What follows belongs to an exercise in optimizing a design on an open flow for small area, a short achievable clock period and few clock cycles per item; a production flow would make more cautious choices.
At most, simulation tests tie the RTL to the original design; equivalence was not proved.
Power is estimated from default activity; no workload was simulated.

Design sym_engine, start of the top module:
module sym_engine (
    input  wire        clk,
    input  wire        rst,
    input  wire        cmd_valid,
    output wire        cmd_ready,
    input  wire [63:0] cmd_word,
    output wire        rsp_valid,
    input  wire        rsp_ready,
    output wire [63:0] rsp_word
);
Size in the first run: ~620 cells after synthesis, ~130 I/O pins, about 0.0050 mm^2 of cells after synthesis.
clock: 9.0 ns
lec_check: 0
cap_margin: 20
core_margin: 2
core_utilization: 75
cts_buf_list: sky130_fd_sc_hd__clkbuf_8
setup_slack_margin: 5
slew_margin: 20
standard.sh (not shown) runs the stock make flow with config.mk's settings and CLKGATE_MAP_FILE= SYNTH_SCRIPT=/design/flow/synth_recipe.tcl, a recipe that flattens the netlist after the stock synthesis.
==> flow/flow/run.sh <==
#!/bin/bash
# The standard layout, with plain buffers (sky130_fd_sc_hd__buf_1) on the ports instead of
# the default delay-cell buffers. Each tool's output is in standard.log.
set -euo pipefail
cd "$(dirname "$0")/.."
export BUFFER_PORTS_ARGS="-buffer_cell sky130_fd_sc_hd__buf_1"
bash standard.sh finish > standard.log 2>&1
Testbench counts at the start, summed over its fixed seeds: cycles 6,396, items 3,200.
Change:
Settings changed: CORE_UTILIZATION 75 to 40.
Combinational power fell by about 5%.
Count of clock-buffer cells in the layout is unchanged.
Die area rose by 83%.
Hold slack is worse by 0.0088 ns.
Change:
Settings changed: CORE_UTILIZATION 40 to 60, CTS_CLUSTER_DIAMETER from default to 200, CTS_CLUSTER_SIZE from default to 50.
The changed run produced a clean layout.
Die area came out lower by 32%.
Total power came out lower by about 1.1%.
Via count stays flat.
Core utilization came out higher by 21 points.
Wire length came out lower by about 5%.
Change:
Settings changed: CTS_CLUSTER_DIAMETER 200 to default, CTS_CLUSTER_SIZE 50 to default, GPL_TIMING_DRIVEN from default to 0.
Result:
- The new run finished clean
- hold slack stays flat
- clock-buffer cell count is unchanged
- setup slack got worse by 0.017 ns
- wire length went up by 9.4%
- final area came out higher by 6.6%
- utilization increases by 4.4 points
- via count came out higher by 8.3%
- fmax drops by 0.42%
- power climbs by 4.4%
- final cell count climbs by 8.9%


JK:
sym_engine, a different RTL version from the one above (not shown whole).
For scale: about 630 cells after synthesis, roughly 55 flip-flops, ~130 I/O pins, roughly 5400 sq um of cells after synthesis.
clock: 9.0 ns
lec_check: 0
cap_margin: 20
core_margin: 2
core_utilization: 40
slew_margin: 20
==> flow/flow/run.sh <==
#!/bin/bash
# The standard layout, with plain buffers (buf_2) on the ports instead of
# the default delay-cell buffers. Each tool's output is in standard.log.
set -euo pipefail
cd "$(dirname "$0")/.."
export BUFFER_PORTS_ARGS="-buffer_cell sky130_fd_sc_hd__buf_2"
bash standard.sh finish > standard.log 2>&1
JK: done, clean on timing, DRC and antenna
[inputs] MS vs JK
Settings: setting SETUP_SLACK_MARGIN to 5 for the first time.
Largest incremental delay on the critical path (MS over JK): decrease, 390 ps
| wire length per cell | MS vs JK | ≈ equal |
Between MS and JK, the difference in detailed-route wire length is negligible.
Between MS and JK, the difference in switching part of the total is negligible.
No functional check of the RTL was part of any run of this note.


## harbor
The RTL this note starts from:
==> flow/design.v <==
module sym_engine (
    input  wire        clk,
    input  wire        rst,
    input  wire        cmd_valid,
    output wire        cmd_ready,
    input  wire [63:0] cmd_word,
    output wire        rsp_valid,
    input  wire        rsp_ready,
    output wire [63:0] rsp_word
);
  localparam [7:0] OP_SETDIM  = 8'h10;
  localparam [7:0] OP_SETMODE = 8'h11;
  localparam [7:0] OP_MAP     = 8'h12;
  reg [8:0] dim_w;    
  reg [8:0] dim_h;    
  reg [2:0] mode;     
  reg       o_valid;
  reg       o_res;    
  reg       o_last;   
  reg [7:0] o_op;
  reg       o_err;
  reg [7:0] o_px, o_py;   
  reg [3:0] o_rm;     
  reg [1:0] o_j;
  assign cmd_ready = !o_valid || (rsp_ready && o_last);
  wire accept = cmd_valid && cmd_ready;
  wire take   = o_valid && rsp_ready;
  wire [7:0] op  = cmd_word[63:56];
  wire       rsv = cmd_word[55:32] != 24'd0;
  wire [15:0] xs = cmd_word[15:0];
  wire [15:0] ys = cmd_word[31:16];
  wire is_dim  = op == OP_SETDIM && !rsv;
  wire is_mode = op == OP_SETMODE && !rsv && cmd_word[31:3] == 29'd0 &&
                 cmd_word[2:0] != 3'd7;
  wire is_map  = op == OP_MAP && !rsv;
  function [8:0] clamp_dim;
    input [15:0] v;
    begin
      if (v[15] || v == 16'd0)                      clamp_dim = 9'd1;
      else if (v[14:9] != 6'd0 || (v[8] && v[7:0] != 8'd0)) clamp_dim = 9'd256;
      else                                          clamp_dim = v[8:0];
    end
  endfunction
  function sum1_eq;
    input [7:0] a;
    input [7:0] b;
    input [8:0] c;
    reg [8:0] cin;    
    reg [8:0] cout;   
    integer k;
    begin
      for (k = 0; k < 8; k = k + 1) begin
        cin[k]  = a[k] ^ b[k] ^ c[k];
        cout[k] = (a[k] & b[k]) | ((a[k] ^ b[k]) & ~c[k]);
      end
      cin[8] = c[8];
      cout[8] = 1'b0;
      sum1_eq = cin[0] && (cin[8:1] == cout[7:0]);
    end
  endfunction
  function lt8;
    input [7:0] a;
    input [7:0] b;
    integer k;
    begin
      lt8 = 1'b0;
      for (k = 0; k < 8; k = k + 1)
        lt8 = (a[k] ^ b[k]) ? b[k] : lt8;
    end
  endfunction
  wire [7:0] x  = xs[7:0];
  wire [7:0] y  = ys[7:0];
  wire       xz = xs[15:8] == 8'd0;
  wire       yz = ys[15:8] == 8'd0;
  wire in0 = xz && yz && (dim_w[8] || lt8(x, dim_w[7:0])) &&
                         (dim_h[8] || lt8(y, dim_h[7:0]));
  wire in1 = xz && yz && (dim_w[8] || lt8(y, dim_w[7:0])) &&
                         (dim_h[8] || lt8(x, dim_h[7:0]));
  wire cx  = dim_w[0] && dim_w[8:1] == {1'b0, x};    
  wire cy  = dim_h[0] && dim_h[8:1] == {1'b0, y};    
  wire dg  = x == y;                                 
  wire ad  = dim_w == dim_h && sum1_eq(x, y, dim_w);
  reg [3:0] mask;
  always @(*) begin
    case (mode)
      3'd1:    mask = {2'b00, in0 && !cx, in0};
      3'd2:    mask = {1'b0, in0 && !cy, 1'b0, in0};
      3'd3:    mask = {in0 && !cx && !cy, in0 && !cy, in0 && !cx, in0};
      3'd4:    mask = {in0 && !(cx && cy), 2'b00, in0};
      3'd5:    mask = {in1 && !dg, 2'b00, in0};
      3'd6:    mask = {in1 && !ad, 2'b00, in0};
      default: mask = {3'b000, in0};
    endcase
  end
  function [3:0] drop1;    
    input [3:0] m;
    begin
      drop1 = {m[3] & (m[2] | m[1] | m[0]), m[2] & (m[1] | m[0]), m[1] & m[0], 1'b0};
    end
  endfunction
  function [1:0] lowest;   
    input [3:0] m;
    begin
      lowest = {!m[0] && !m[1], !m[0] && (m[1] || !m[2])};
    end
  endfunction
  wire [3:0] rs   = o_res ? o_rm : drop1(o_rm);      
  wire [1:0] prev = o_res ? 2'd0 : lowest(o_rm);
  wire [1:0] tgt  = lowest(rs);
  wire       fx   = prev[0] ^ tgt[0];
  wire       fy   = prev[1] ^ tgt[1];
  wire       rs_one = rs != 4'd0 && drop1(rs) == 4'd0;
  wire m5 = mode == 3'd5;
  wire m6 = mode == 3'd6;
  wire [8:0] sb = dim_w + {1'b0, ~(m6 ? o_py : o_px)};    
  wire [8:0] sd = dim_h + {1'b0, ~(m6 ? o_px : o_py)};    
  wire [7:0] nx = m5 ? o_py : sb[7:0];
  wire [7:0] ny = m5 ? o_px : sd[7:0];
  always @(posedge clk) begin
    if (rst) begin
      o_valid <= 1'b0;
      dim_w   <= 9'd1;
      dim_h   <= 9'd1;
      mode    <= 3'd0;
    end else if (accept) begin
      o_valid <= 1'b1;
      if (is_dim) begin
        dim_w <= clamp_dim(xs);
        dim_h <= clamp_dim(ys);
      end
      if (is_mode) mode <= cmd_word[2:0];
    end else if (take && o_last) begin
      o_valid <= 1'b0;
    end
  end
  always @(posedge clk) begin
    if (accept) begin
      o_res  <= 1'b1;
      o_last <= !(is_map && mask != 4'd0);
      o_op   <= op;
      o_err  <= !(is_dim || is_mode || is_map);
      o_px   <= x;
      o_py   <= y;
      o_rm   <= mask;
      o_j    <= 2'd0;
    end else if (take) begin
      o_res  <= 1'b0;
      o_last <= rs_one;
      o_rm   <= rs;
      if (!o_res) o_j <= o_j + 2'd1;
      if (fx) o_px <= nx;
      if (fy) o_py <= ny;
    end
  end
  wire [2:0] n = {o_rm[3] & o_rm[1],
                  o_rm[0] & (o_rm[1] | o_rm[2] | o_rm[3]) & !(o_rm[1] & o_rm[3]),
                  (o_rm[0] & !(o_rm[1] | o_rm[2] | o_rm[3])) | (o_rm[3] & !o_rm[0])};
  wire o_dim  = !o_err && o_op[1:0] == 2'd0;
  wire o_mode = !o_err && o_op[1:0] == 2'd1;
  wire o_map  = !o_err && o_op[1:0] == 2'd2;
  wire [8:0] pay_lo = (o_dim ? dim_w : 9'd0) |
                      (o_mode ? {6'd0, mode} : 9'd0) |
                      (o_map ? {6'd0, n} : 9'd0);
  wire [8:0] pay_hi = o_dim ? dim_h : 9'd0;
  assign rsp_valid = o_valid;
  assign rsp_word = o_res ?
      {o_op, 3'd0, o_err, 4'd0, 23'd0, pay_hi, 7'd0, pay_lo} :
      {OP_MAP, 4'd0, 4'd1, 28'd0, o_last, 1'b0, o_j, o_py, o_px};
endmodule
export LEC_CHECK = 0
export ABC_AREA = 1
export CAP_MARGIN = 20
export CORE_MARGIN = 2
export CORE_UTILIZATION = 40
export SETUP_SLACK_MARGIN = 5
export SLEW_MARGIN = 20
create_clock -name core_clock -period 9.0 [get_ports {clk}]
==> flow/flow/run.sh <==
#!/bin/bash
# The standard layout, with plain buffers (sky130_fd_sc_hd__buf_2) on the ports instead of
# the default delay-cell buffers. Each tool's output is in standard.log.
set -euo pipefail
cd "$(dirname "$0")/.."
export BUFFER_PORTS_ARGS="-buffer_cell sky130_fd_sc_hd__buf_2"
bash standard.sh finish > standard.log 2>&1
Testbench counts of harbor, summed over its fixed seeds: cycles 6,396, items 3,200.
diff inputs: harbor => juniper
Settings: ABC_AREA removed (was 1); CTS_BUF_LIST newly set to sky130_fd_sc_hd__clkbuf_8.
[summary]
juniper finished end to end and its layout was clean on timing, DRC and antenna.
juniper reports its critical path class as input pin to register while harbor reports input pin to output port.
Compared juniper vs harbor, and met3 track demand over resource is down in juniper.
On total length of routed met2 wires: between harbor and juniper, it ends up lower for harbor.
Summary — number of cell instances on the worst register-to-register path, juniper relative to harbor: lower, by 1.
[inputs] yarrow vs juniper
Settings: a deleted CTS_BUF_LIST that had been sky130_fd_sc_hd__clkbuf_8.
--- a/flow/flow/run.sh
+++ b/flow/flow/run.sh
@@ -1,4 +1,4 @@
 #!/bin/bash
-# The standard layout, with plain buffers (sky130_fd_sc_hd__buf_2) on the ports instead of
+# The standard layout, with plain buffers (buf_2) on the ports instead of
 # the default delay-cell buffers. Each tool's output is in standard.log.
 set -euo pipefail
--- outcome ---
For part of the cycle the worst path needs, juniper and yarrow come out practically identical. yarrow -> juniper: number of setup violations in the final report delta 0, exact match. yarrow -> juniper: overflow left after global routing delta 0, exact match. The setup slack in yarrow was higher than what juniper gave. ~same area used by multi-input combinational logic in yarrow and juniper. yarrow vs juniper — non-clock buffer count in the final layout rose 0.91%. Between juniper and yarrow, the maximum frequency figures differ only marginally. On wire length of the first global-routing pass, yarrow does worse than juniper. Die footprint came out exactly the same in yarrow and juniper.
Relative to yarrow, the following input files were edited for quartz:
Settings: a deleted SETUP_SLACK_MARGIN that had been 5.
### Flow results
Taking yarrow as the reference point, the setup slack of quartz falls by 0.48 ns.
[quartz] fmax fell about 11% relative to yarrow
Compared to yarrow, quartz has area growth from synthesis to layout 1.8 points lower.
Between quartz and yarrow, the share of cell area taken by multi-input logic gates does not differ in any meaningful way.
Taking yarrow as the reference point, the register fraction of the total cell area of quartz rises by 0.37 points.
Going from yarrow to quartz, the internal power of the cells was found to have gone down by about 1%.
quartz — post-route minimum period 0.48 ns higher, yarrow as reference
The higher arrival time reported for the critical path endpoint came out of quartz.
Run comparison: quartz termination of the worst setup path dim_h[2]$_SDFFE_PP0P_; yarrow termination of the worst setup path o_last$_DFFE_PP_
met3 capacity usage during global routing for quartz is higher than for yarrow.


sym_engine with an RTL version that a note above also has.
Size in the first run: roughly 48 flip-flops, about 130 I/O pins.
clock: 9.0 ns
lec_check: 0
cap_margin: 20
core_margin: 2
core_utilization: 40
cts_buf_list: sky130_fd_sc_hd__clkbuf_8
setup_slack_margin: 5
slew_margin: 20
==> flow/flow/run.sh <==
#!/bin/bash
# The standard layout, with plain buffers (sky130_fd_sc_hd__buf_2) on the ports instead of
# the default delay-cell buffers. Each tool's output is in standard.log.
set -euo pipefail
cd "$(dirname "$0")/.."
export BUFFER_PORTS_ARGS="-buffer_cell sky130_fd_sc_hd__buf_2"
bash standard.sh finish > standard.log 2>&1
The starting point went through all stages and came out clean.
Testbench counts at the start, summed over its fixed seeds: cycles 6,396, items 3,200.
Change:
==> flow/flow/run.sh (replaced) <==
#!/bin/bash
# The standard layout, with plain buffers (sky130_fd_sc_hd__buf_1) on the ports instead of
# the default delay-cell buffers. Each tool's output is in standard.log.
set -euo pipefail
cd "$(dirname "$0")/.."
export BUFFER_PORTS_ARGS="-buffer_cell sky130_fd_sc_hd__buf_1"
bash standard.sh finish > standard.log 2>&1
Settings changed: CORE_UTILIZATION 40 to 60.
The new run completed with no timing, DRC or antenna violations.
Setup slack loses 0.015 ns.
Die area goes down by a quarter to a third.
Design area is lower by a few percent.
Clock power climbs by well over a third.
Synthesized cell count stays the same.
Wire length goes down by a few percent.
Sequential cell count stays the same.
Total power climbs by a little under a tenth.
Cell count decreases by a little under a tenth.
Clock skew increases by 0.0061 ns.


sym_engine, a different RTL version from the one above (not shown whole).
Size in the first run: ~650 cells after synthesis, ~58 flip-flops, roughly 130 I/O pins, ~5700 um^2 of cells after synthesis.
// sym_engine
module sym_engine (
    input  wire        clk,
    input  wire        rst,
    input  wire        cmd_valid,
    output wire        cmd_ready,
    input  wire [63:0] cmd_word,
    output wire        rsp_valid,
    input  wire        rsp_ready,
    output wire [63:0] rsp_word
);
Settings: LEC_CHECK=0, CAP_MARGIN=20, CORE_MARGIN=2, CORE_UTILIZATION=40, SLEW_MARGIN=20; clock period 9.0 ns.
==> flow/flow/run.sh <==
#!/bin/bash
# The standard layout, with plain buffers (buf_2) on the ports instead of
# the default delay-cell buffers. Each tool's output is in standard.log.
set -euo pipefail
cd "$(dirname "$0")/.."
export BUFFER_PORTS_ARGS="-buffer_cell sky130_fd_sc_hd__buf_2"
bash standard.sh finish > standard.log 2>&1
Edit:
==> flow/run.sh (new file) <==
#!/bin/bash
# synth_recipe.tcl (not shown) runs the flow's synth.tcl, then flattens the netlist and writes it again
# the make line also repeats each setting of config.mk as NAME=value (left out here)
make -C /OpenROAD-flow-scripts/flow DESIGN_CONFIG=/design/flow/config.mk WORK_HOME=/design/flow/orfs CLKGATE_MAP_FILE= SYNTH_SCRIPT=/design/flow/synth_recipe.tcl finish
removed: flow/flow/run.sh
removed: flow/standard.sh
Effect: Synthesized area is unchanged. Global-route usage climbs by 0.14 points. Worst setup slack is worse by 0.36 ns. Combinational power grows by 17%. Final area came out higher by 7.7%. Via count goes up by 0.87%. Critical path depth goes down by 3. Power is lower by 0.34%.
Function was not checked in any run of this note: the RTL went through the layout flow alone.

afterwards: timing with drivers on the ports:
No port has a modelled driver above. Below, the same layouts with a new extraction and two added sets of constraints.
Step 1: set_driving_cell puts a clkbuf_16 on clk and a buf_2 on each other input, an assumption about the parent block.
Step 2 moves the port delays by t, midway between the first and last clock arrival at a register: inputs arrive t later, outputs are due t later. That takes back most of the time a late clock gives input paths.
a / b / c = ideal / step 1 / step 2; a / b = the first two.
run	t, ns	setup WS [ns]	hold WS [ns]	worst slew at a driven data input, ns	pins driven straight from the clock port
the first run of note 1	0.342	4.974 / 4.942 / 4.848	0.570 / 0.570 / 0.570	0.04	1
the second run of note 1	0.348	4.972 / 4.940 / 4.836	0.561 / 0.561 / 0.561	0.04	1
the third run of note 1	0.339	4.978 / 4.944 / 4.932	0.575 / 0.575 / 0.575	0.04	1
the fourth run of note 1	0.346	4.961 / 4.940 / 4.798	0.573 / 0.573 / 0.573	0.04	1
JK	0.343	4.840 / 4.798 / 4.739	0.541 / 0.541 / 0.541	0.03	1
MS	0.345	4.983 / 4.947 / 4.915	0.542 / 0.542 / 0.542	0.04	1
harbor	0.325	5.039 / 5.018 / 5.018	0.511 / 0.511 / 0.511	0.03	1
juniper	0.369	4.979 / 4.951 / 4.628	0.507 / 0.507 / 0.507	0.05	1
yarrow	0.349	4.985 / 4.947 / 4.647	0.501 / 0.501 / 0.501	0.05	1
quartz	0.340	4.500 / 4.520 / 4.180	0.494 / 0.494 / 0.494	0.04	1
the first run of note 4	0.349	4.992 / 4.958 / 4.947	0.557 / 0.557 / 0.557	0.04	1
the second run of note 4	0.339	4.978 / 4.944 / 4.932	0.575 / 0.575 / 0.575	0.04	1
the first run of note 5	0.379	4.582 / 4.543 / 4.759	0.557 / 0.557 / 0.557	0.04	1
the second run of note 5	0.371	4.226 / 4.201 / 4.201	0.548 / 0.548 / 0.548	0.05	1
After both steps setup and hold are still met in every run listed. The setup slack of juniper, which loses most, moves by -0.028 ns with the drivers and by -0.351 ns with both steps.
